Context: an optimization exercise on an open-source flow, tuned for small area, a short achievable clock period and few clock cycles per item. The choices shown serve that exercise and are no tape-out recipe.
Where RTL was checked, it was by simulation tests only, not by an equivalence proof against the original.
Function not checked in runs 1, 2 and 5: the RTL went through the layout flow alone.
No run shown here takes its clock network from TritonCTS; it comes from the design's own scripts or RTL.
The clock port is modelled as an ideal driver, which makes a skipped or thinned clock tree look cheaper than it is; a real chip needs a root buffer or a tree.
No activity file was given, so power comes from the tool's default toggle rates.

===== flow/flow/run.sh =====
#!/bin/bash
set -euo pipefail
here=$(cd "$(dirname "$0")" && pwd)
bufs="BUFFER_PORTS_ARGS=-buffer_cell sky130_fd_sc_hd__buf_1"
cts="PRE_CTS_TCL=$here/clock_tree.tcl"
res=orfs/results/sky130hd/ptc_builder/base
bash standard.sh "$bufs" "$cts" finish > make_finish.log 2>&1
PLATFORM_DIR="$FLOW_HOME/platforms/sky130hd" RES="$res" \
  openroad -no_init -exit "$here/clock_slew.tcl" > clock_slew.log 2>&1
slew=$(awk '/^CLKSLEW_PS/ {print $2}' clock_slew.log)
echo "one-level clock tree: clock-pin slew ${slew:-unknown} ps"
if [[ -z "$slew" ]] || awk -v s="$slew" 'BEGIN { exit !(s > 120) }'; then
  echo "redoing the layout from placement with a two-level clock tree"
  cp -r orfs/logs logs_onelevel
  bash standard.sh "$bufs" clean_cts clean_route clean_finish > make_clean.log 2>&1
  CLOCK_TREE_LEVELS=2 bash standard.sh "$bufs" "$cts" finish > make_finish_twolevel.log 2>&1
fi

===== flow/flow/clock_slew.tcl =====
# The largest slew at a flip-flop clock pin of the finished layout, from
# ORFS's own extraction (RES: the results folder).
read_liberty $::env(PLATFORM_DIR)/lib/sky130_fd_sc_hd__tt_025C_1v80.lib
read_db $::env(RES)/6_final.odb
read_sdc $::env(RES)/6_final.sdc
read_spef $::env(RES)/6_final.spef
set_propagated_clock [all_clocks]
set worst 0
foreach pin [all_registers -clock_pins -edge_triggered] {
  foreach s [list [get_property $pin slew_max_rise] [get_property $pin slew_max_fall]] {
    if {$s > $worst} { set worst $s }
  }
}
puts "CLKSLEW_PS [expr {$worst * 1000.0}]"

===== flow/flow/clock_tree.tcl =====
# Sourced by ORFS's cts.tcl (as PRE_CTS_TCL) in place of TritonCTS.
#
# One level (the default): the flip-flops are split into 4 clusters by
# location (balanced k-means: at most ceil(n / 4) flip-flops each), each
# driven by one clkbuf_16 placed at the cluster's centre; the clock port
# drives the 4 buffers. k-means runs from three seedings (along x, along y,
# along the diagonal); the tree with the smallest clock-pin slew, as
# placement-based parasitics estimate it, is kept.
#
# Two levels (CLOCK_TREE_LEVELS=2): 8 clusters of flip-flops, each driven
# by a buf_12 at its centre; the 8 buffers in 4 pairs, each pair driven by
# a buf_12 that the clock port drives.
#
# Either way every flip-flop sees the same number of buffers of the same
# kind, so the clock arrives at all of them at nearly the same time (a
# skew of a few tens of ps, from wire lengths only).

proc ct_kmeans {sinks K seedidx} {
  set n [llength $sinks]
  set sorted [lsort -real -index $seedidx $sinks]
  set cent {}
  for {set k 0} {$k < $K} {incr k} {
    set s [lindex $sorted [expr {int(($k + 0.5) * $n / $K)}]]
    lappend cent [list [lindex $s 1] [lindex $s 2]]
  }
  set cap [expr {($n + $K - 1) / $K}]
  set asg {}
  for {set iter 0} {$iter < 30} {incr iter} {
    set pairs {}
    set i 0
    foreach s $sinks {
      for {set k 0} {$k < $K} {incr k} {
        set c [lindex $cent $k]
        lappend pairs [list [expr {abs([lindex $s 1] - [lindex $c 0]) + abs([lindex $s 2] - [lindex $c 1])}] $i $k]
      }
      incr i
    }
    set asg [lrepeat $n -1]
    set used [lrepeat $K 0]
    foreach pr [lsort -real -index 0 $pairs] {
      lassign $pr d i k
      if {[lindex $asg $i] >= 0 || [lindex $used $k] >= $cap} { continue }
      lset asg $i $k
      lset used $k [expr {[lindex $used $k] + 1}]
    }
    set nc {}
    for {set k 0} {$k < $K} {incr k} {
      set sx 0; set sy 0; set m 0
      foreach s $sinks a $asg {
        if {$a == $k} { set sx [expr {$sx + [lindex $s 1]}]; set sy [expr {$sy + [lindex $s 2]}]; incr m }
      }
      if {$m > 0} { lappend nc [list [expr {$sx / $m}] [expr {$sy / $m}]] } else { lappend nc [lindex $cent $k] }
    }
    set cent $nc
  }
  # heaviest cluster: 2 um of wire per pin-equivalent, per cluster
  set worst 0
  for {set k 0} {$k < $K} {incr k} {
    set x0 1e18; set x1 -1e18; set y0 1e18; set y1 -1e18; set m 0
    foreach s $sinks a $asg {
      if {$a != $k} { continue }
      incr m
      set x [lindex $s 1]; set y [lindex $s 2]
      if {$x < $x0} { set x0 $x }; if {$x > $x1} { set x1 $x }
      if {$y < $y0} { set y0 $y }; if {$y > $y1} { set y1 $y }
    }
    if {$m == 0} { continue }
    set load [expr {$m * 2000.0 + ($x1 - $x0) + ($y1 - $y0)}]
    if {$load > $worst} { set worst $load }
  }
  return [list $worst $asg $cent]
}

proc ct_build {sinks K asg cent clknet} {
  set db [ord::get_db]
  set block [ord::get_db_block]
  set master [$db findMaster sky130_fd_sc_hd__clkbuf_16]
  for {set k 0} {$k < $K} {incr k} {
    set inst [odb::dbInst_create $block $master "clkbuf_leaf_$k"]
    set net [odb::dbNet_create $block "clknet_leaf_$k"]
    $net setSigType CLOCK
    [$inst findITerm A] connect $clknet
    [$inst findITerm X] connect $net
    set c [lindex $cent $k]
    $inst setLocation [expr {int([lindex $c 0])}] [expr {int([lindex $c 1])}]
    $inst setPlacementStatus PLACED
    set cnt 0
    foreach s $sinks a $asg {
      if {$a == $k} { set it [lindex $s 0]; $it disconnect; $it connect $net; incr cnt }
    }
    puts "clock_tree: buffer $k drives $cnt sinks, at $c"
  }
}

proc ct_unbuild {sinks K clknet} {
  set block [ord::get_db_block]
  foreach s $sinks { set it [lindex $s 0]; $it disconnect; $it connect $clknet }
  for {set k 0} {$k < $K} {incr k} {
    odb::dbInst_destroy [$block findInst "clkbuf_leaf_$k"]
    odb::dbNet_destroy [$block findNet "clknet_leaf_$k"]
  }
}

proc ct_slew {} {
  set_propagated_clock [all_clocks]
  estimate_parasitics -placement
  set worst 0
  foreach pin [all_registers -clock_pins -edge_triggered] {
    foreach v [list [get_property $pin slew_max_rise] [get_property $pin slew_max_fall]] {
      if {$v > $worst} { set worst $v }
    }
  }
  return $worst
}

proc ct_two_level {sinks clknet} {
  # 8 leaf buffers, each driving a cluster of flip-flops; 4 first-level
  # buffers (driven by the port), each driving 2 leaf buffers
  set db [ord::get_db]
  set block [ord::get_db_block]
  set master [$db findMaster sky130_fd_sc_hd__buf_12]
  lassign [ct_kmeans $sinks 8 1] load asg cent
  set leaves {}
  for {set k 0} {$k < 8} {incr k} {
    set inst [odb::dbInst_create $block $master "clkbuf_leaf_$k"]
    set net [odb::dbNet_create $block "clknet_leaf_$k"]
    $net setSigType CLOCK
    [$inst findITerm X] connect $net
    set c [lindex $cent $k]
    $inst setLocation [expr {int([lindex $c 0])}] [expr {int([lindex $c 1])}]
    $inst setPlacementStatus PLACED
    set cnt 0
    foreach s $sinks a $asg {
      if {$a == $k} { set it [lindex $s 0]; $it disconnect; $it connect $net; incr cnt }
    }
    puts "clock_tree: leaf buffer $k drives $cnt sinks, at $c"
    lappend leaves [list [$inst findITerm A] [lindex $c 0] [lindex $c 1] [expr {[lindex $c 0] + [lindex $c 1]}]]
  }
  lassign [ct_kmeans $leaves 4 1] load asg cent
  for {set k 0} {$k < 4} {incr k} {
    set inst [odb::dbInst_create $block $master "clkbuf_top_$k"]
    set net [odb::dbNet_create $block "clknet_top_$k"]
    $net setSigType CLOCK
    [$inst findITerm A] connect $clknet
    [$inst findITerm X] connect $net
    set c [lindex $cent $k]
    $inst setLocation [expr {int([lindex $c 0])}] [expr {int([lindex $c 1])}]
    $inst setPlacementStatus PLACED
    foreach s $leaves a $asg { if {$a == $k} { [lindex $s 0] connect $net } }
  }
  puts "clock_tree: two levels, estimated clock slew [ct_slew]"
}

proc clock_tree_synthesis {args} {
  set K 4
  set block [ord::get_db_block]
  set clknet [[$block findBTerm clk] getNet]
  set sinks {}
  foreach it [$clknet getITerms] {
    set box [[$it getInst] getBBox]
    set x [expr {([$box xMin] + [$box xMax]) / 2.0}]
    set y [expr {([$box yMin] + [$box yMax]) / 2.0}]
    lappend sinks [list $it $x $y [expr {$x + $y}]]
  }
  if {[info exists ::env(CLOCK_TREE_LEVELS)] && $::env(CLOCK_TREE_LEVELS) == 2} {
    puts "clock_tree: [llength $sinks] sinks, two levels"
    ct_two_level $sinks $clknet
    return
  }
  puts "clock_tree: [llength $sinks] sinks, $K buffers"
  # try each seeding, keep the one with the smallest estimated clock slew
  set best {}
  foreach seedidx {1 2 3} {
    lassign [ct_kmeans $sinks $K $seedidx] load asg cent
    ct_build $sinks $K $asg $cent $clknet
    set slew [ct_slew]
    ct_unbuild $sinks $K $clknet
    puts "clock_tree: seeding $seedidx, estimated clock slew $slew"
    if {$best eq {} || $slew < [lindex $best 0]} { set best [list $slew $asg $cent] }
  }
  lassign $best slew asg cent
  ct_build $sinks $K $asg $cent $clknet
  puts "clock_tree: built, estimated clock slew [ct_slew]"
}

===== flow/standard.sh =====
#!/bin/bash
# synth_recipe.tcl (not shown) runs the flow's synth.tcl, then flattens the netlist and writes it again
# the make line also repeats each setting of config.mk as NAME=value (left out here)
make -C /OpenROAD-flow-scripts/flow DESIGN_CONFIG=/design/flow/config.mk WORK_HOME=/design/flow/orfs CLKGATE_MAP_FILE= SYNTH_SCRIPT=/design/flow/synth_recipe.tcl "${@:-finish}"

===== flow/config.mk =====
export PLATFORM = sky130hd
export DESIGN_NAME = ptc_builder
export DESIGN_NICKNAME = ptc_builder
export VERILOG_FILES = /design/flow/design.v
export SDC_FILE = /design/flow/constraint.sdc
export NUM_CORES = 4
export LEC_CHECK = 0
export CAP_MARGIN = 20
export CORE_MARGIN = 2
export CORE_UTILIZATION = 55
export PLACE_DENSITY = 0.7
export SLEW_MARGIN = 65

===== flow/constraint.sdc =====
create_clock -name core_clock -period 10.0 [get_ports {clk}]
set_input_delay 2.0000 -clock core_clock [delete_from_list [all_inputs] [get_ports {clk}]]
set_output_delay 2.0000 -clock core_clock [all_outputs]
set_load 0.01 [all_outputs]

===== flow/design.v =====
module ptc_builder (
    input  wire        clk,
    input  wire        rst,
    input  wire        start,
    output wire        start_ready,
    input  wire [7:0]  cfg_dtype,
    input  wire [31:0] cfg_total,
    input  wire [15:0] cfg_cyl,
    input  wire [7:0]  cfg_heads,
    input  wire [7:0]  cfg_sect,
    input  wire [7:0]  cfg_ilv,
    input  wire [31:0] cfg_nfull,
    output wire [7:0]  rsvd_addr,
    input  wire [7:0]  rsvd_data,
    output wire        out_valid,
    input  wire        out_ready,
    output wire [7:0]  out_data,
    output wire        res_valid,
    output wire        res_refused,
    output wire        res_warn
);
    reg        scan;         
    reg        srdy;         
    reg        pend;         
    reg        act;          
    reg        ov;           
    reg        rv;           
    reg        rref;         
    reg        rwarn;        
    reg  [7:0] od;           
    reg  [8:0] p;            
    reg [15:0] romx;         
    reg  [7:0] dtype;
    reg [23:0] total;
    reg [15:0] cyl;
    reg  [7:0] heads;
    reg  [7:0] sect;
    reg  [7:0] ilv;
    reg  [3:0] n4;           
    reg        big;          
    reg        wtop;         
    assign start_ready = srdy;
    assign out_valid   = ov;
    assign out_data    = od;
    assign res_valid   = rv;
    assign res_refused = rref;
    assign res_warn    = rwarn;
    wire [8:0] laddr = {p[1], p[8:2], p[0]};
    wire [7:0] off   = laddr[7:0];
    assign rsvd_addr = off;
    wire nz   = big | (n4 != 4'd0);          
    wire warn = wtop | (total[15:0] != 16'd0) | (total[19:16] != n4);
    wire rsvd_off = (off == 8'h08) | (off == 8'h0F) | (off == 8'h10) | (off >= 8'h15);
    wire [3:0] nm1 = n4 - 4'd1;
    wire [7:0] kx0 = big ? 8'hA0
                   : {4'h5, n4[0] ? n4 : {~n4[2] & ~n4[1], ~n4[1], 2'b10}};
    wire [7:0] kx1 = big ? 8'hB9
                   : {1'b0, ~(n4 == 4'd1 || n4 == 4'd3), 2'b00, nm1 ^ 4'h6};
    wire [15:0] kx = {kx1, kx0};
    wire [7:0] cks0 = romx[7:0]  ^ kx[7:0]  ^ dtype ^ total[15:8] ^ cyl[15:8] ^ sect;
    wire [7:0] cks1 = romx[15:8] ^ kx[15:8] ^ total[7:0] ^ total[23:16] ^ cyl[7:0]
                    ^ heads ^ ilv;
    wire [3:0] ei = laddr[7:4];              
    wire [3:0] eb = laddr[3:0];              
    wire i_lt = big | (ei < n4);             
    wire i_eq = ~big & (ei == n4);           
    wire i_le = i_lt | i_eq;
    wire [3:0] eim1 = ei - 4'd1;
    wire [3:0] eip1 = ei + 4'd1;
    reg [7:0] hbyte, ebyte;
    always @(*) begin
        case (off)
            8'h00, 8'h01: hbyte = 8'hAE;
            8'h02:        hbyte = cks0;
            8'h03:        hbyte = cks1;
            8'h04:        hbyte = dtype;
            8'h05:        hbyte = total[7:0];
            8'h06:        hbyte = total[15:8];
            8'h07:        hbyte = total[23:16];
            8'h09:        hbyte = cyl[7:0];
            8'h0A:        hbyte = cyl[15:8];
            8'h0B:        hbyte = heads;
            8'h0C:        hbyte = sect;
            8'h0D:        hbyte = ilv;
            8'h11, 8'h12, 8'h13, 8'h14: hbyte = 8'hFF;
            default:      hbyte = 8'h00;
        endcase
        case (eb)
            4'd0: ebyte = !i_le ? 8'h00 : (ei == 4'd0) ? 8'h01 : (ei == 4'd1) ? 8'h00
                        : {4'hF, 4'd1 - ei};                
            4'd1: ebyte = (i_le && ei >= 4'd2) ? 8'hFF : 8'h00;
            4'd2: ebyte = !i_le ? {4'd0, n4} : (ei == 4'd0) ? 8'h00 : (ei == 4'd1) ? 8'h01
                        : {4'd0, eim1};
            4'd3: ebyte = i_lt ? 8'hFF : i_eq ? {4'd0, nm1} : 8'h00;
            4'd4: ebyte = i_lt ? 8'hFF : 8'h00;
            4'd5: ebyte = (ei < 4'd4 && (ei == 4'd0 || i_lt)) ? 8'h40 : 8'h00;
            4'd6: ebyte = 8'hC1;
            4'd7: ebyte = 8'hC5;
            4'd8: ebyte = (ei < 4'd9) ? {4'hB, eip1} : 8'hB1;
            4'd9: ebyte = (ei < 4'd9) ? 8'hA0 : {4'hB, ei - 4'd9};
            default: ebyte = 8'hA0;
        endcase
    end
    wire       use_rom = ~laddr[8] & rsvd_off;
    wire [7:0] lbyte   = laddr[8] ? ebyte : hbyte;
    wire [7:0] nbyte   = use_rom ? rsvd_data : lbyte;
    wire idle_out = ~act & ~ov;
    wire begin_b  = pend & nz & idle_out;    
    wire refuse   = pend & ~nz & idle_out;   
    wire load     = (act & (~ov | out_ready)) | begin_b;
    wire plast    = (p == 9'd511);
    wire take     = start & srdy;
    wire pend_n = take | (pend & ~begin_b & ~refuse);
    wire act_n  = load ? ~plast : act;
    always @(posedge clk) begin
        if (rst) begin
            scan  <= 1'b1;
            srdy  <= 1'b0;
            pend  <= 1'b0;
            act   <= 1'b0;
            ov    <= 1'b0;
            rv    <= 1'b0;
            p     <= 9'd0;
            romx  <= 16'd0;
        end else begin
            rv   <= (ov & ~act & out_ready) | refuse;   
            pend <= pend_n;
            act  <= act_n;
            srdy <= ~scan & ~pend_n & ~act_n;
            if (scan) begin
                if (rsvd_off) begin
                    if (p[0]) romx[15:8] <= romx[15:8] ^ rsvd_data;
                    else      romx[7:0]  <= romx[7:0]  ^ rsvd_data;
                end
                p <= p + {7'd0, p[0], 1'b1};
                if (off == 8'hFF) scan <= 1'b0;
            end else if (load) begin
                p <= p + 9'd1;
            end
            if (load)
                ov <= 1'b1;
            else if (out_ready)
                ov <= 1'b0;
        end
    end
    always @(posedge clk) begin
        if (load)
            od <= nbyte;
        if (srdy) begin
            dtype <= cfg_dtype;
            total <= cfg_total[23:0];
            cyl   <= cfg_cyl;
            heads <= cfg_heads;
            sect  <= cfg_sect;
            ilv   <= cfg_ilv;
            n4    <= cfg_nfull[3:0];
            big   <= (cfg_nfull[31:4] != 28'd0);
            wtop  <= (cfg_total[31:20] != cfg_nfull[15:4]) | (cfg_nfull[31:16] != 16'd0);
        end else if (!(pend && ov)) begin
            rref  <= ~nz;
            rwarn <= warn;
        end
    end
endmodule

==> results of run 1 <==
## where the power goes
part           internal (µW)  switching, µW  total (µW)
registers                533           2.42         536
logic                   49.6           70.7         120
clock network            189            162         351
## critical path, stage by stage (launching register included)
cell and delay [ns]:
dfxtp_2 0.32, buf_6 0.37, buf_1 0.20
## cell families after synthesis
family,after synthesis
xor gates and xnor gates,122
and+or+nand+nor,193
adders and majority gates,18
AOI/OAI and AO/OA,123
DFF,119
muxes,25
buffers and inverters,51
## stage by stage
stage / utilization / total power (µW) / cells
floorplan: - / 618 / 651
global placement: 0.612 / 660 / 937
detailed placement: 0.619 / 663 / 940
CTS: 0.639 / 1010 / 952
global route: 0.643 / 1040 / 954
finish: 0.643 / 1010 / 954
## cell type report
| class | instances | area, µm² | area share |
|---|---|---|---|
| timing repair buffer | 157 | 667 | 0.0822 |
| inverter | 13 | 48.8 | 0.00602 |
| sequential | 119 | 3270 | 0.403 |
| multi-input combinational | 481 | 3670 | 0.452 |
| tap | 172 | 215 | 0.0265 |
| buffer | 12 | 240 | 0.0296 |
## sequential cells by signal, indices dropped and copies added, names as in the netlist, 4 cells and up
signal  cells
cyl        16
n4          4
ilv         8
heads       8
total      24
dtype       8
sect        8
od          8
romx       16
p           9
## Yosys cell counts, types with 4 or more instances
cell / number
nor3_1: 12
buf_2: 12
nand3_1: 10
xor2_1: 39
mux2i_1: 14
xnor2_1: 74
nand4_1: 6
nand2_1: 50
a21oi_1: 29
mux2_2: 6
a211oi_1: 6
clkbuf_1: 10
o21ai_0: 17
nand2b_1: 5
o22ai_1: 9
a211o_1: 6
dfxtp_1: 31
or3_1: 7
inv_1: 13
ha_1: 17
a22oi_1: 10
xnor3_1: 9
nor3b_1: 5
nor2_1: 48
a31oi_1: 4
nor2b_1: 10
buf_4: 12
mux4_2: 5
nor4_1: 18
edfxtp_1: 88
## how the worst min path moves through the flow
stage / end / cells after the start
2_1_floorplan: srdy / 1
3_3_place_gp: srdy / 1
3_5_place_dp: srdy / 1
4_1_cts: srdy / 1
5_1_grt: srdy / 1
6_report: srdy / 1
## layout by cell type, fill, tap and decap left out, types with 4 or more instances in the layout
master    instances
a22oi_1          10
xnor2_1          74
nor2_1           47
inv_1            13
a21oi_1          29
nand3_1          10
dfxtp_1          27
mux4_2            5
buf_12           12
o22ai_1           9
nor2b_1           8
a211o_1           6
nor3_1           12
a31oi_1           4
ha_1             17
xnor3_1           9
nand4_1           6
mux2i_1          14
xor2_1           39
nor3b_1           5
nand2_1          50
nand2b_1          5
o21ai_0          15
nor4_1           17
buf_4             7
mux2_2            6
a211oi_1          6
or3_1             7
buf_1           145
edfxtp_1         88
## per-layer routing
metal  track usage  vias to the layer above  wire length, µm
met5             0                        -                0
met4         0.123                        0              961
met3        0.0392                       67             1500
met2         0.480                      269             9450
met1         0.361                     2654             7980
li1              -                     2638                -
==> run summary, run 1 <==
setup bufs post-CTS = 0
async set-reset flop share out of synthesis = 0
worst path required time = 8.00 ns
Setup crit start = p[0]
Worst Setup Path Type = flop to primary output
setup violators final = 0
syn_area_per_cell = 10.9 µm²
Final Cell Area = 8110 µm²
Hold Path Origin = scan
Critical Path AT = 1.13 ns
Hold Buf Count CTS = 0
Final #Nets = 926
post-synth top area cell = edfxtp_1
P&R area growth vs syn = 14.1%
core region area = 12600 µm²
Achievable Freq = 320 MHz
EDFF count, synth = 88
Final Cycle Share = 0.313
die area = 13800 µm²
top post-synthesis cells by area = edfxtp_1 (37%), xnor2_1 (9.1%), dfxtp_1 (8.7%)
vias per cell = 5.90
vias = 5628
Static Leak = 0.00272 µW
gr usage total = 0.283
complex-gate fraction of the synthesized area = 0.121
Placed Area = 7820 µm²
Yosys reg bits = 119
row count = 41
worst r2r dst = od[3]
layout cells sized above 1 = 0.0742
Starting Density = 0.563
Worst-path clk slew = 0.07 ns
Post-Synthesis Cells = 651
area share of the largest cell type after synthesis = 0.372
final setup TNS = 0 ns
pre-CTS setup slack = 6.85 ns
setup ws final = 6.87 ns
worst min-delay path class = flop to flop
Top FF cell, synth = edfxtp_1
CP Capture Point = rsvd_addr[0]
initial antenna violation count = 0
Die Span Y = 118 µm
total wire length = 19.9 mm
PwrDens = 124 nW/µm²
Synth Area in XOR/XNOR = 0.168
Antenna Nets Post-Route = 0
critical path peak fanout = 44
vias in the first global route = 5705
main combinational cell family by area after synthesis = XOR/XNOR gates
worst-margin pin slew = 0.511 ns
total congestion overflow = 0
Worst R2R Setup Slack = 7.02 ns
register area share after synthesis = 0.459
first-pass GRT wire length = 31.1 mm
ANT cells = 0
max-cap violations = 0
Critical R2R Launch = p[6]
Final Critical Period = 3.13 ns
Setup crit end kind = primary output
fillers = 1107
Setup crit start kind = flop
hold_ws = 0.503 ns
post-synthesis net count = 793
multiplexer share of the synthesized area = 0.0451
Clock Skew = 0.0249 ns
clock latency on the worst-skew pair = 0.23 ns
post-synthesis cell area = 7110 µm²
Synth Area in Simple Gates = 0.138
adder-cell area share of the yosys netlist = 0.0327
Distinct cells, synth = 74
Detail Placement HPWL = 14.9 mm
Hold Fails Final Rpt = 0
R2R cell count = 8
yosys warns = 1
wire per inst = 20.9 µm
die width = 118 µm
slew margin rel. = 0.657
Peak VDD IR = 0.104 mV
post-CTS resize count = 0
1st-iter DRT viols = 488
port bufs = 144
Detailed Routing Iterations Pass 1 = 7
routability congestion estimate = 0.965
# DRC = 0
status = finished clean
largest net degree at the start of global routing = 68
RSZ-0062 raised after global routing = no
io pins = 145
final slew viol count = 0
==> run 2: changes to the inputs <==
--- a/flow/design.v
+++ b/flow/design.v
@@ -23,7 +23,9 @@
     reg        srdy;         
     reg        pend;         
     reg        act;          
+    reg        rw;           
     reg        ov;           
+    reg        lastb;        
     reg        rv;           
     reg        rref;         
     reg        rwarn;        
@@ -37,7 +39,8 @@
     reg  [7:0] sect;
     reg  [7:0] ilv;
     reg  [3:0] n4;           
-    reg        big;          
+    reg        nhi;          
+    reg        nmid;         
     reg        wtop;         
     assign start_ready = srdy;
     assign out_valid   = ov;
@@ -48,8 +51,9 @@
     wire [8:0] laddr = {p[1], p[8:2], p[0]};
     wire [7:0] off   = laddr[7:0];
     assign rsvd_addr = off;
+    wire big  = nhi | nmid;                  
     wire nz   = big | (n4 != 4'd0);          
-    wire warn = wtop | (total[15:0] != 16'd0) | (total[19:16] != n4);
+    wire warn = wtop | nhi | (total[15:0] != 16'd0) | (total[19:16] != n4);
     wire rsvd_off = (off == 8'h08) | (off == 8'h0F) | (off == 8'h10) | (off >= 8'h15);
     wire [3:0] nm1 = n4 - 4'd1;
     wire [7:0] kx0 = big ? 8'hA0
@@ -107,7 +111,10 @@
     wire idle_out = ~act & ~ov;
     wire begin_b  = pend & nz & idle_out;    
     wire refuse   = pend & ~nz & idle_out;   
-    wire load     = (act & (~ov | out_ready)) | begin_b;
+    wire spec     = (act & ~rw) | begin_b;
+    wire load     = (act & ~rw & (~ov | out_ready)) | begin_b;
+    wire fail     = act & ~rw & ov & ~out_ready;
+    wire cfg_en   = ~scan & ~pend & ~act;
     wire plast    = (p == 9'd511);
     wire take     = start & srdy;
     wire pend_n = take | (pend & ~begin_b & ~refuse);
@@ -118,14 +125,16 @@
             srdy  <= 1'b0;
             pend  <= 1'b0;
             act   <= 1'b0;
+            rw    <= 1'b0;
             ov    <= 1'b0;
             rv    <= 1'b0;
             p     <= 9'd0;
             romx  <= 16'd0;
         end else begin
-            rv   <= (ov & ~act & out_ready) | refuse;   
+            rv   <= (ov & out_ready & lastb) | refuse;
             pend <= pend_n;
             act  <= act_n;
+            rw   <= fail;
             srdy <= ~scan & ~pend_n & ~act_n;
             if (scan) begin
                 if (rsvd_off) begin
@@ -134,7 +143,9 @@
                 end
                 p <= p + {7'd0, p[0], 1'b1};
                 if (off == 8'hFF) scan <= 1'b0;
-            end else if (load) begin
+            end else if (rw) begin
+                p <= p - 9'd1;
+            end else if (spec) begin
                 p <= p + 9'd1;
             end
             if (load)
@@ -144,9 +155,11 @@
         end
     end
     always @(posedge clk) begin
-        if (load)
-            od <= nbyte;
-        if (srdy) begin
+        if (load) begin
+            od    <= nbyte;
+            lastb <= plast;
+        end
+        if (cfg_en) begin
             dtype <= cfg_dtype;
             total <= cfg_total[23:0];
             cyl   <= cfg_cyl;
@@ -154,8 +167,9 @@
             sect  <= cfg_sect;
             ilv   <= cfg_ilv;
             n4    <= cfg_nfull[3:0];
-            big   <= (cfg_nfull[31:4] != 28'd0);
-            wtop  <= (cfg_total[31:20] != cfg_nfull[15:4]) | (cfg_nfull[31:16] != 16'd0);
+            nhi   <= (cfg_nfull[31:16] != 16'd0);
+            nmid  <= (cfg_nfull[15:4] != 12'd0);
+            wtop  <= (cfg_total[31:20] != cfg_nfull[15:4]);
         end else if (!(pend && ov)) begin
             rref  <= ~nz;
             rwarn <= warn;
==> run summary, run 2 <==
status = finished clean
largest net degree at the start of global routing = 47
max reg flops = 24
top post-synthesis cells by area = edfxtp_1 (37%), xnor2_1 (10%), dfxtp_1 (8.8%)
Hold Fails Final Rpt = 0
Sw Share = 0.229
Reg power frac = 0.554
main combinational cell family by area after synthesis = simple AND/OR/NAND/NOR gates
clock latency on the worst-skew pair = 0.23 ns
slew margin rel. = 0.632
synth cell count leaders = edfxtp_1 (90), xnor2_1 (85), nand2_1 (52), nor2_1 (48), xor2_1 (45)
Yosys reg bits = 122
total wire length = 21.6 mm
worst min-delay path class = flop to flop
commonest non-fill, non-tap cell in the layout = buf_1
routability congestion estimate = 1.00
yosys warns = 1
multiplexer share of the synthesized area = 0.0173
Hold Path Origin = srdy
die width = 119 µm
biggest regs = total (24), cyl (16), romx (16)
Logic pwr share = 0.096
Synth Area in XOR/XNOR = 0.158
io pins = 145
die area = 14200 µm²
RSZ-0062 raised after global routing = no
final slew viol count = 0
Static Leak = 0.00274 µW
adder-cell area share of the yosys netlist = 0.0421
Hold Buf Count CTS = 0
Final Critical Period = 3.15 ns
Achievable Freq = 317 MHz
PwrDens = 121 nW/µm²
Setup crit start = p[4]
initial antenna violation count = 0
Distinct cells, synth = 75
post-synthesis net count = 834
Largest Register = total
sw power = 230 µW
max-cap violations = 0
P&R area growth vs syn = 13.4%
fillers = 1100
Peak VDD IR = 0.115 mV
Post-Synthesis Cells = 686
# DRC = 0
gr usage total = 0.306
setup bufs post-CTS = 0
Critical Path AT = 1.15 ns
Detail Placement HPWL = 16.6 mm
Setup crit start kind = flop
worst-margin pin slew = 0.549 ns
layout cells sized above 1 = 0.0844
first-pass GRT wire length = 33.8 mm
1st-iter DRT viols = 565
Pwr Total = 1000 µW
placed cell count = 981
post-CTS resize count = 0
Die Span Y = 119 µm
EDFF count, synth = 90
Starting Density = 0.558
total congestion overflow = 0
Setup crit end kind = primary output
most common cell in the netlist = edfxtp_1
port bufs = 144
setup violators final = 0
post-synthesis cell area = 7310 µm²
vias = 6083
clock share of power = 0.350
Cell Int Power = 774 µW
area share of the largest cell type after synthesis = 0.370
final design utilization = 0.633
wire per inst = 21.8 µm
post-synth top area cell = edfxtp_1
complex-gate fraction of the synthesized area = 0.129
Final Cycle Share = 0.315
final setup TNS = 0 ns
ANT cells = 0
Critical R2R Launch = scan
Antenna Nets Post-Route = 0
vias in the first global route = 6167
async set-reset flop share out of synthesis = 0
Detailed Routing Iterations Pass 1 = 6
Worst Setup Path Type = flop to primary output
register area share after synthesis = 0.458
Final #Nets = 968
Worst-path clk slew = 0.07 ns
worst path required time = 8.00 ns
non-filler cells, final = 994
Top FF cell, synth = edfxtp_1
most frequent cells in the layout = buf_1 (144), edfxtp_1 (90), xnor2_1 (85), nand2_1 (52)
Synth Area in Simple Gates = 0.158
core region area = 13100 µm²
syn_area_per_cell = 10.6 µm²
critical path peak fanout = 29
Clock Skew = 0.0192 ns
row count = 42
vias per cell = 6.12
==> run 2: through the flow <==
step / worst slack, ns / instance area (µm²) / hold WS (ns)
final: 6.85 / 8290 / 0.511
after global routing: 6.67 / 8290 / 0.546
after CTS: 6.86 / 8270 / 0.512
after detailed placement: 6.83 / 8030 / 0.487
after global placement: 6.90 / 7910 / 0.463
after floorplan: 3.24 / 7310 / 0.485
==> run 2: worst max-delay path, cell delays in order, from the launching register on <==
cell and delay [ns]:
dfxtp_1 0.34, buf_4 0.38, buf_1 0.19
==> run 2: power by group through the flow <==
| stage | Clock (µW) | Combinational (µW) | Sequential (µW) |
|---|---|---|---|
| 2_1_floorplan | 0 | 56.5 | 560 |
| 3_3_place_gp | 0 | 89.9 | 565 |
| 3_5_place_dp | 0 | 94.3 | 566 |
| 4_1_cts | 358 | 94.8 | 556 |
| 5_1_grt | 376 | 104 | 556 |
| 6_report | 351 | 96.6 | 556 |
==> run 2: cells by family (layout without fill, tap and decap cells) <==
| kind of cell | after synthesis | in the layout |
|---|---|---|
| AOI/OAI and AO/OA | 132 | 132 |
| xor gates and xnor gates | 131 | 131 |
| adders and majority gates | 24 | 24 |
| buffers and inverters | 53 | 185 |
| DFF | 122 | 122 |
| muxes | 12 | 12 |
| and+or+nand+nor | 212 | 212 |
==> run 2: cell type report <==
cell class | instances | area [µm²] | share of cell area
inverter | 20 | 75.1 | 0.00906
sequential | 122 | 3350 | 0.404
multi-input combinational | 511 | 3780 | 0.456
timing repair buffer | 153 | 623 | 0.0752
tap | 176 | 220 | 0.0266
buffer | 12 | 240 | 0.0290
==> run 2: worst paths after layout <==
kind                                endpoint  slack [ns]  cells after the start
worst max-delay path            rsvd_addr[3]        6.85                      2
worst min-delay path                    pend        0.51                      2
worst max register to register          p[7]        6.89                     12
worst min register to register          pend        0.51                      2
==> run 2: per-layer routing <==
layer  track usage  wire, µm  vias up
li1              -         -     2780
met1         0.412      8760     2879
met2         0.511     10300      353
met3        0.0259      1580       71
met4         0.125      1040        0
met5             0         0        -
==> run 3: changes to the inputs <==
--- a/flow/design.v
+++ b/flow/design.v
@@ -23,7 +23,6 @@
     reg        srdy;         
     reg        pend;         
     reg        act;          
-    reg        rw;           
     reg        ov;           
     reg        lastb;        
     reg        rv;           
@@ -111,10 +110,7 @@
     wire idle_out = ~act & ~ov;
     wire begin_b  = pend & nz & idle_out;    
     wire refuse   = pend & ~nz & idle_out;   
-    wire spec     = (act & ~rw) | begin_b;
-    wire load     = (act & ~rw & (~ov | out_ready)) | begin_b;
-    wire fail     = act & ~rw & ov & ~out_ready;
-    wire cfg_en   = ~scan & ~pend & ~act;
+    wire load     = (act & (~ov | out_ready)) | begin_b;
     wire plast    = (p == 9'd511);
     wire take     = start & srdy;
     wire pend_n = take | (pend & ~begin_b & ~refuse);
@@ -125,7 +121,6 @@
             srdy  <= 1'b0;
             pend  <= 1'b0;
             act   <= 1'b0;
-            rw    <= 1'b0;
             ov    <= 1'b0;
             rv    <= 1'b0;
             p     <= 9'd0;
@@ -134,7 +129,6 @@
             rv   <= (ov & out_ready & lastb) | refuse;
             pend <= pend_n;
             act  <= act_n;
-            rw   <= fail;
             srdy <= ~scan & ~pend_n & ~act_n;
             if (scan) begin
                 if (rsvd_off) begin
@@ -143,9 +137,7 @@
                 end
                 p <= p + {7'd0, p[0], 1'b1};
                 if (off == 8'hFF) scan <= 1'b0;
-            end else if (rw) begin
-                p <= p - 9'd1;
-            end else if (spec) begin
+            end else if (load) begin
                 p <= p + 9'd1;
             end
             if (load)
@@ -159,7 +151,7 @@
             od    <= nbyte;
             lastb <= plast;
         end
-        if (cfg_en) begin
+        if (srdy) begin
             dtype <= cfg_dtype;
             total <= cfg_total[23:0];
             cyl   <= cfg_cyl;
--- a/flow/flow/clock_tree.tcl
+++ b/flow/flow/clock_tree.tcl
@@ -3,8 +3,8 @@
 # One level (the default): the flip-flops are split into 4 clusters by
 # location (balanced k-means: at most ceil(n / 4) flip-flops each), each
 # driven by one clkbuf_16 placed at the cluster's centre; the clock port
-# drives the 4 buffers. k-means runs from three seedings (along x, along y,
-# along the diagonal); the tree with the smallest clock-pin slew, as
+# drives the 4 buffers. k-means runs from four seedings (along x, along y,
+# along both diagonals); the tree with the smallest clock-pin slew, as
 # placement-based parasitics estimate it, is kept.
 #
 # Two levels (CLOCK_TREE_LEVELS=2): 8 clusters of flip-flops, each driven
@@ -160,7 +160,7 @@
     set box [[$it getInst] getBBox]
     set x [expr {([$box xMin] + [$box xMax]) / 2.0}]
     set y [expr {([$box yMin] + [$box yMax]) / 2.0}]
-    lappend sinks [list $it $x $y [expr {$x + $y}]]
+    lappend sinks [list $it $x $y [expr {$x + $y}] [expr {$x - $y}]]
   }
   if {[info exists ::env(CLOCK_TREE_LEVELS)] && $::env(CLOCK_TREE_LEVELS) == 2} {
     puts "clock_tree: [llength $sinks] sinks, two levels"
@@ -170,7 +170,7 @@
   puts "clock_tree: [llength $sinks] sinks, $K buffers"
   # try each seeding, keep the one with the smallest estimated clock slew
   set best {}
-  foreach seedidx {1 2 3} {
+  foreach seedidx {1 2 3 4} {
     lassign [ct_kmeans $sinks $K $seedidx] load asg cent
     ct_build $sinks $K $asg $cent $clknet
     set slew [ct_slew]
--- a/flow/config.mk
+++ b/flow/config.mk
@@ -7,6 +7,6 @@
 export LEC_CHECK = 0
 export CAP_MARGIN = 20
 export CORE_MARGIN = 2
-export CORE_UTILIZATION = 55
-export PLACE_DENSITY = 0.7
+export CORE_UTILIZATION = 60
+export PLACE_DENSITY = 0.75
 export SLEW_MARGIN = 65
==> run summary, run 3 <==
status = finished clean
routability congestion estimate = 0.981
Final #Nets = 926
Hold Buf Count CTS = 0
R2R cell count = 9
Antenna Nets Post-Route = 0
Critical Path AT = 3.24 ns
total wire length = 18.6 mm
# DRC = 0
register area share after synthesis = 0.482
die width = 111 µm
Post-Synthesis Cells = 662
Top FF cell, synth = edfxtp_1
worst-margin pin slew = 0.533 ns
total congestion overflow = 0
Largest Register = total
die area = 12400 µm²
async set-reset flop share out of synthesis = 0
largest net degree at the start of global routing = 49
Achievable Freq = 315 MHz
gr usage total = 0.290
max reg flops = 24
worst r2r dst = od[6]
synth cell count leaders = xnor2_1 (95), edfxtp_1 (90), nor2_1 (67), nand2_1 (56), xor2_1 (39)
placed cell count = 920
vias = 5571
port bufs = 144
post-CTS resize count = 0
final setup TNS = 0 ns
Worst-path clk slew = 0.11 ns
hold_ws = 0.519 ns
area share of the largest cell type after synthesis = 0.392
worst min-delay path class = flop to flop
Detailed Routing Iterations Pass 1 = 5
post-synthesis net count = 804
non-filler cells, final = 925
commonest non-fill, non-tap cell in the layout = buf_1
vias in the first global route = 5331
ANT cells = 0
Worst Setup Path Type = input pin to flop
Worst R2R Setup Slack = 6.90 ns
post-synth top area cell = edfxtp_1
first-pass GRT wire length = 28.5 mm
worst path required time = 10.06 ns
Setup crit start kind = input pin
WHS Path Cells = 2
io pins = 145
Setup crit end kind = flop
Hold Fails Final Rpt = 0
most common cell in the netlist = xnor2_1
clock latency on the worst-skew pair = 0.17 ns
Critical R2R Launch = p[6]
RSZ-0062 raised after global routing = no
core region area = 11300 µm²
Yosys reg bits = 121
Static Leak = 0.00252 µW
max-cap violations = 0
initial antenna violation count = 0
vias per cell = 6.02
layout cells sized above 1 = 0.0460
wire per inst = 20.1 µm
most frequent cells in the layout = buf_1 (144), xnor2_1 (95), edfxtp_1 (90), nor2_1 (64), nand2_1 (56)
1st-iter DRT viols = 541
Clock Skew = 0.00967 ns
critical path peak fanout = 11
biggest regs = total (24), cyl (16), romx (16)
final slew viol count = 0
EDFF count, synth = 90
Starting Density = 0.609
setup bufs post-CTS = 0
Distinct cells, synth = 59
Final Critical Period = 3.18 ns
Peak VDD IR = 0.115 mV
CP Capture Point = p[6]
Final Cycle Share = 0.318
P&R area growth vs syn = 11.6%
setup violators final = 0
slew margin rel. = 0.642
Die Span Y = 111 µm
yosys warns = 1
PwrDens = 111 nW/µm²
top post-synthesis cells by area = edfxtp_1 (39%), xnor2_1 (12%), dfxtp_1 (9.0%)
Setup crit start = out_ready
post-synthesis cell area = 6900 µm²
syn_area_per_cell = 10.4 µm²
row count = 39
Detail Placement HPWL = 13.9 mm
-- run 3: metrics by stage --
step | power, µW | worst slack, ns | area (µm²) | utilization
after floorplan | 623 | 5.91 | 6900 | -
after global placement | 660 | 6.42 | 7470 | 0.660
after detailed placement | 665 | 6.59 | 7540 | 0.666
after CTS | 851 | 6.78 | 7640 | 0.675
after global routing | 879 | 6.73 | 7700 | 0.680
final | 854 | 6.82 | 7700 | 0.680
-- run 3: report_power, final --
group / switching [µW] / internal, µW / total [µW]
clock: 122 / 74.6 / 196
sequential: 4.36 / 541 / 546
combinational: 65.6 / 46.1 / 112
-- run 3: worst min-delay path by stage --
stage	to	startpoint	slack, ns
after detailed placement	rv	lastb	0.50
after CTS	rv	lastb	0.53
final	rv	lastb	0.52
after global routing	romx[12]	romx[12]	0.59
after global placement	rv	lastb	0.48
after floorplan	srdy	scan	0.47
-- run 3: area by class of cell --
class	instances	area, µm²
Timing Repair Buffer	152	642
Sequential cell	121	3330
Buffer	4	100
Tap cell	143	179
Inverter	14	52.6
Multi-Input combinational cell	491	3390
Fill cell	897	3620
-- run 3: logic make-up (layout without fill, tap and decap cells) --
group | after synthesis | count (layout) | share of synthesized area
buffers and inverters | 50 | 170 | 0.0347
XOR/XNOR | 134 | 134 | 0.170
multiplexers | 24 | 24 | 0.0348
flip-flops | 121 | 121 | 0.482
AND/OR/NAND/NOR | 207 | 207 | 0.142
adder cells (fa/ha/maj) | 18 | 18 | 0.0337
AO/OA/AOI/OAI | 108 | 108 | 0.103
-- run 3: layer usage --
| metal | GRT usage | routed length, µm |
|---|---|---|
| met1 | 0.387 | 7440 |
| met2 | 0.496 | 8930 |
| met3 | 0.0262 | 1420 |
| met4 | 0.106 | 760 |
| met5 | 0 | 0 |
-- run 3: critical path, stage by stage --
cell and delay (ns):
buf_1 0.12, nand2_1 0.07, nand2_1 0.07, o21a_2 0.36, nor2_2 0.14, nor4_1 0.27, xnor2_1 0.16, nor2_1 0.05
Testbench counts of run 3, summed over its fixed seeds: cycles 100,560, builds 192.
==> run 4: changes to the inputs <==
--- a/flow/config.mk
+++ b/flow/config.mk
@@ -7,6 +7,6 @@
 export LEC_CHECK = 0
 export CAP_MARGIN = 20
 export CORE_MARGIN = 2
-export CORE_UTILIZATION = 60
-export PLACE_DENSITY = 0.75
+export CORE_UTILIZATION = 45
+export PLACE_DENSITY = 0.62
 export SLEW_MARGIN = 65
==> run summary, run 4 <==
ANT cells = 0
Clock Skew = 0.0150 ns
register area share after synthesis = 0.482
Worst-path clk slew = 0.12 ns
post-CTS resize count = 0
most frequent cells in the layout = buf_1 (144), xnor2_1 (95), edfxtp_1 (90), nor2_1 (65), nand2_1 (56)
largest net degree at the start of global routing = 57
vias = 5440
Largest Register = total
Achievable Freq = 316 MHz
syn_area_per_cell = 10.4 µm²
final slew viol count = 0
worst min-delay path class = flop to flop
1st-iter DRT viols = 491
area share of the largest cell type after synthesis = 0.392
P&R area growth vs syn = 11.8%
yosys warns = 1
die width = 128 µm
RSZ-0062 raised after global routing = no
Starting Density = 0.457
synth cell count leaders = xnor2_1 (95), edfxtp_1 (90), nor2_1 (67), nand2_1 (56), xor2_1 (39)
gr usage total = 0.225
core region area = 15100 µm²
routability congestion estimate = 0.900
post-synthesis cell area = 6900 µm²
Placed Area = 7600 µm²
Post-Synthesis Cells = 662
biggest regs = total (24), cyl (16), romx (16)
post-synth top area cell = edfxtp_1
top post-synthesis cells by area = edfxtp_1 (39%), xnor2_1 (12%), dfxtp_1 (9.0%)
critical path peak fanout = 11
Static Leak = 0.00249 µW
layout cells sized above 1 = 0.0423
port bufs = 144
Setup crit start kind = input pin
setup violators final = 0
Final Cell Area = 7710 µm²
initial antenna violation count = 0
Die Span Y = 128 µm
Hold Buf Count CTS = 0
async set-reset flop share out of synthesis = 0
wire per inst = 19.4 µm
total wire length = 18.8 mm
# DRC = 0
vias in the first global route = 5393
final setup TNS = 0 ns
fillers = 1390
max reg flops = 24
pre-CTS setup slack = 6.63 ns
total congestion overflow = 0
max-cap violations = 0
io pins = 145
Detail Placement HPWL = 14.4 mm
first-pass GRT wire length = 28.9 mm
post-synthesis net count = 804
Antenna Nets Post-Route = 0
Final #Nets = 924
Yosys reg bits = 121
setup bufs post-CTS = 0
Final Cycle Share = 0.316
clock latency on the worst-skew pair = 0.18 ns
vias per cell = 5.62
Critical Path AT = 3.23 ns
R2R cell count = 9
most common cell in the netlist = xnor2_1
Hold Fails Final Rpt = 0
WHS Path Cells = 2
Worst Setup Path Type = input pin to flop
slew margin rel. = 0.646
status = finished clean
Final Critical Period = 3.16 ns
commonest non-fill, non-tap cell in the layout = buf_1
setup ws final = 6.84 ns
PwrDens = 110 nW/µm²
die area = 16300 µm²
Distinct cells, synth = 59
row count = 45
Setup crit end kind = flop
EDFF count, synth = 90
worst-margin pin slew = 0.531 ns
Peak VDD IR = 0.0974 mV
Top FF cell, synth = edfxtp_1
worst path required time = 10.07 ns
Detailed Routing Iterations Pass 1 = 7
## run 4: routing by layer
| layer | GRT usage | part of all wire | vias to the layer above |
|---|---|---|---|
| met1 | 0.314 | 0.43 | 2577 |
| met4 | 0.0633 | 0.033 | 0 |
| met3 | 0.0205 | 0.071 | 31 |
| met5 | 0 | 0 | - |
| met2 | 0.377 | 0.46 | 248 |
| li1 | - | - | 2584 |
## run 4: final cells by class
cell class              count  area (µm²)  area share
plain buffers               4         100      0.0130
well taps                 188         235      0.0305
repair buffers            150         593      0.0769
flip-flops and latches    121        3330       0.432
inverters                  14        52.6     0.00682
multi-input cells         491        3390       0.440
## run 4: worst paths after layout
check / end / start / slack (ns)
setup reg to reg: od[6] / p[6] / 6.93
setup / recovery: p[6] / out_ready / 6.84
hold reg to reg: rv / lastb / 0.54
hold / removal: rv / lastb / 0.54
## run 4: kinds of logic (layout without fill, tap and decap cells)
family / after synthesis / count (layout) / share of synthesized area
and+or+nand+nor: 207 / 207 / 0.142
AOI/OAI and AO/OA: 108 / 108 / 0.103
xor gates and xnor gates: 134 / 134 / 0.170
DFF: 121 / 121 / 0.482
muxes: 24 / 24 / 0.0348
buffers and inverters: 50 / 168 / 0.0347
adders and majority gates: 18 / 18 / 0.0337
## run 4: worst max-delay path, cell delays in order
cell     delay, ns
buf_1         0.13
nand2_1       0.07
nand2_1       0.07
o21a_2        0.33
nor2_1        0.18
nor4_1        0.25
xnor2_1       0.16
nor2_1        0.05
## run 4: metrics by stage
step / hold slack, ns / std cells / total power (µW) / utilization
final: 0.537 / 968 / 851 / 0.511
after global routing: 0.586 / 968 / 883 / 0.511
after CTS: 0.550 / 968 / 854 / 0.510
after detailed placement: 0.520 / 964 / 666 / 0.504
after global placement: 0.494 / 963 / 662 / 0.499
after floorplan: 0.472 / 662 / 623 / -
## run 4: report_power, final
group	leakage (µW)	total (µW)	internal, µW	switching [µW]
Sequential	0.00107	546	541	4.02
Combinational	0.00137	111	44.8	65.9
Clock	0.0000493	195	74.5	120
==> run 5: changes to the inputs <==
--- a/flow/design.v
+++ b/flow/design.v
@@ -108,13 +108,13 @@
     wire [7:0] lbyte   = laddr[8] ? ebyte : hbyte;
     wire [7:0] nbyte   = use_rom ? rsvd_data : lbyte;
     wire idle_out = ~act & ~ov;
-    wire begin_b  = pend & nz & idle_out;    
+    wire begin_b  = pend & nz & ~act & (~ov | (out_ready & lastb));
     wire refuse   = pend & ~nz & idle_out;   
-    wire load     = (act & (~ov | out_ready)) | begin_b;
+    wire load     = act & (~ov | out_ready);
     wire plast    = (p == 9'd511);
     wire take     = start & srdy;
     wire pend_n = take | (pend & ~begin_b & ~refuse);
-    wire act_n  = load ? ~plast : act;
+    wire act_n  = begin_b | (act & ~(load & plast));
     always @(posedge clk) begin
         if (rst) begin
             scan  <= 1'b1;
@@ -129,7 +129,8 @@
             rv   <= (ov & out_ready & lastb) | refuse;
             pend <= pend_n;
             act  <= act_n;
-            srdy <= ~scan & ~pend_n & ~act_n;
+            srdy <= ~scan & ~pend_n & ~begin_b
+                  & (~act | (p[8:1] == 8'hFF) & (p[0] | load));
             if (scan) begin
                 if (rsvd_off) begin
                     if (p[0]) romx[15:8] <= romx[15:8] ^ rsvd_data;
--- a/flow/config.mk
+++ b/flow/config.mk
@@ -7,6 +7,6 @@
 export LEC_CHECK = 0
 export CAP_MARGIN = 20
 export CORE_MARGIN = 2
-export CORE_UTILIZATION = 45
-export PLACE_DENSITY = 0.62
+export CORE_UTILIZATION = 55
+export PLACE_DENSITY = 0.7
 export SLEW_MARGIN = 65
==> run summary, run 5 <==
fillers = 1058
Detail Placement HPWL = 15.4 mm
Post-Synthesis Cells = 657
die width = 118 µm
setup bufs post-CTS = 0
pre-CTS setup slack = 6.54 ns
Worst-path clk slew = 0.12 ns
async set-reset flop share out of synthesis = 0
slew margin rel. = 0.655
setup ws final = 6.79 ns
Worst R2R Setup Slack = 6.91 ns
Starting Density = 0.565
hold_ws = 0.544 ns
port bufs = 144
top routing layer in use = met4
Hold Buf Count CTS = 0
Setup crit end kind = flop
register area share after synthesis = 0.464
Static Leak = 0.00257 µW
met3 WL = 1.48 mm
Yosys reg bits = 121
Crit path max-delay family = simple AND/OR/NAND/NOR gates
top post-synthesis cells by area = edfxtp_1 (38%), xnor2_1 (9.2%), dfxtp_1 (8.7%)
# DRC = 0
most frequent cells in the layout = buf_1 (145), edfxtp_1 (90), xnor2_1 (75), nand2_1 (48), nor2_1 (46)
synth cell count leaders = edfxtp_1 (90), xnor2_1 (75), nor2_1 (49), nand2_1 (48), xor2_1 (44)
Critical Path AT = 3.27 ns
Clock Skew = 0.0141 ns
vias in the first global route = 5662
first-pass GRT wire length = 31.3 mm
vias per cell = 6.02
final setup TNS = 0 ns
Final #Nets = 923
post-synthesis net count = 799
CP max stage cell = nor4_1
Largest Register = total
Final Cycle Share = 0.321
most common cell in the netlist = edfxtp_1
worst-margin pin slew = 0.517 ns
Antenna Nets Post-Route = 0
worst min-delay path class = flop to flop
Top FF cell, synth = edfxtp_1
P&R area growth vs syn = 11.1%
core region area = 12700 µm²
layout cells sized above 1 = 0.0668
initial antenna violation count = 0
area share of the largest cell type after synthesis = 0.377
gr usage total = 0.284
biggest regs = total (24), cyl (16), romx (16)
Distinct cells, synth = 74
largest net degree at the start of global routing = 62
syn_area_per_cell = 10.9 µm²
max reg flops = 24
post-synth top area cell = edfxtp_1
Worst Setup Path Type = input pin to flop
vias = 5722
clock latency on the worst-skew pair = 0.18 ns
routed wl met2 = 9.81 mm
critical path cell sequence = buf_1 > nand2b_1 > a21oi_2 > nor4_1 > nand2_1 > xnor2_1 > nor2_1
status = finished clean
1st-iter DRT viols = 531
row count = 41
ANT cells = 0
commonest non-fill, non-tap cell in the layout = buf_1
Detailed Routing Iterations Pass 1 = 5
io pins = 145
worst stage delay on the critical path = 0.43 ns
PwrDens = 109 nW/µm²
total wire length = 20.4 mm
CP bufs+invs = 1
post-synthesis cell area = 7160 µm²
die area = 14000 µm²
routability congestion estimate = 0.966
Die Span Y = 118 µm
Achievable Freq = 312 MHz
critical path peak fanout = 7
EDFF count, synth = 90
total congestion overflow = 0
wire per inst = 21.4 µm
final slew viol count = 0
setup violators final = 0
Peak VDD IR = 0.118 mV
Final Critical Period = 3.21 ns
met1 wire length = 8.45 mm
RSZ-0062 raised after global routing = no
yosys warns = 1
post-CTS resize count = 0
Hold Fails Final Rpt = 0
Setup crit start kind = input pin
worst path required time = 10.06 ns
max-cap violations = 0
## run 5: cell count changes after synthesis, moves of 8 or more
cell      previous run  this run
nor2_1              67        49
nand2_1             56        48
mux2i_1             24         5
and3_1               1         9
a22o_1               1         9
a31oi_1             16         1
xnor2_1             95        75
o211ai_1             1        13
a21oi_1             33        23
## run 5: final timing paths
path / start / depth (start not counted) / endpoint
worst min register to register: romx[3] / 2 / romx[3]
worst min-delay path: romx[3] / 2 / romx[3]
worst max register to register: p[5] / 9 / od[6]
worst max-delay path: out_ready / 7 / p[7]
## run 5: area by class of cell
type / instances / area [µm²] / share of cell area
plain buffers: 4 / 100 / 0.0126
inverters: 16 / 60.1 / 0.00755
flip-flops and latches: 121 / 3330 / 0.418
well taps: 172 / 215 / 0.0270
multi-input cells: 482 / 3630 / 0.456
repair buffers: 156 / 623 / 0.0783
## run 5: kinds of logic after synthesis
kind of cell    Yosys count  synth area share
simple gates            203             0.153
xor+xnor                124             0.161
compound gates          123             0.127
flops                   121             0.464
buf+inv                  54            0.0411
fa+ha+maj                19            0.0339
mux                      13            0.0201
## run 5: worst min-delay path: stages (launching register included)
cell     delay [ns]
dfxtp_1        0.37
xor2_1         0.07
nor2_1         0.07
## run 5: power breakdown
part / internal, µW / switching, µW
Combinational: 47.6 / 77.7
Clock: 74.5 / 121
Sequential: 542 / 4.59
## run 5: stage by stage
| step | utilization | power [µW] | cells | area (µm²) |
|---|---|---|---|---|
| CTS | 0.626 | 867 | 948 | 7930 |
| global placement | 0.610 | 674 | 941 | 7730 |
| floorplan | - | 633 | 657 | 7160 |
| finish | 0.628 | 867 | 951 | 7960 |
| global route | 0.628 | 900 | 951 | 7960 |
| detailed placement | 0.618 | 680 | 944 | 7830 |
## run 5: per-layer routing
| metal | track usage | vias to the layer above |
|---|---|---|
| met3 | 0.0359 | 42 |
| li1 | - | 2675 |
| met5 | 0 | - |
| met1 | 0.377 | 2680 |
| met4 | 0.0851 | 0 |
| met2 | 0.486 | 325 |

-- separate check: timing with driven ports --
Ports are ideal in the flow. The routed layouts listed here were re-timed in OpenROAD. Step 1 (the two cells are an assumption about what drives the block):
set clk [get_ports {clk}]
set_driving_cell -lib_cell sky130_fd_sc_hd__clkbuf_16 $clk
set_driving_cell -lib_cell sky130_fd_sc_hd__buf_2 [delete_from_list [all_inputs] $clk]
Step 2 adds t to the input delays and takes it off the output delays; t is the mean of the earliest and latest rising clock arrival at the registers after step 1. Input paths then give back, and output paths get back, about the clock's delay inside the block. a / b / c = ideal ports / drivers / drivers and shift; a / b = the first two.
run	shift t [ns]	setup slack, ns	slew at the worst register clock pin (ns)	worst data-port slew with drivers (ns)
run 1	0.305	6.870 / 6.782 / 6.872	0.07 / 0.07	0.04
run 2	0.305	6.849 / 6.760 / 6.724	0.07 / 0.07	0.06
run 3	0.260	6.823 / 6.830 / 6.629	0.12 / 0.12	0.04
run 4	0.262	6.837 / 6.832 / 6.645	0.12 / 0.12	0.04
run 5	0.257	6.792 / 6.782 / 6.592	0.12 / 0.12	0.04
After both steps every run listed still meets setup and hold. For run 5, which loses most, drivers alone change the setup slack by -0.010 ns; drivers and shift together by -0.200 ns.
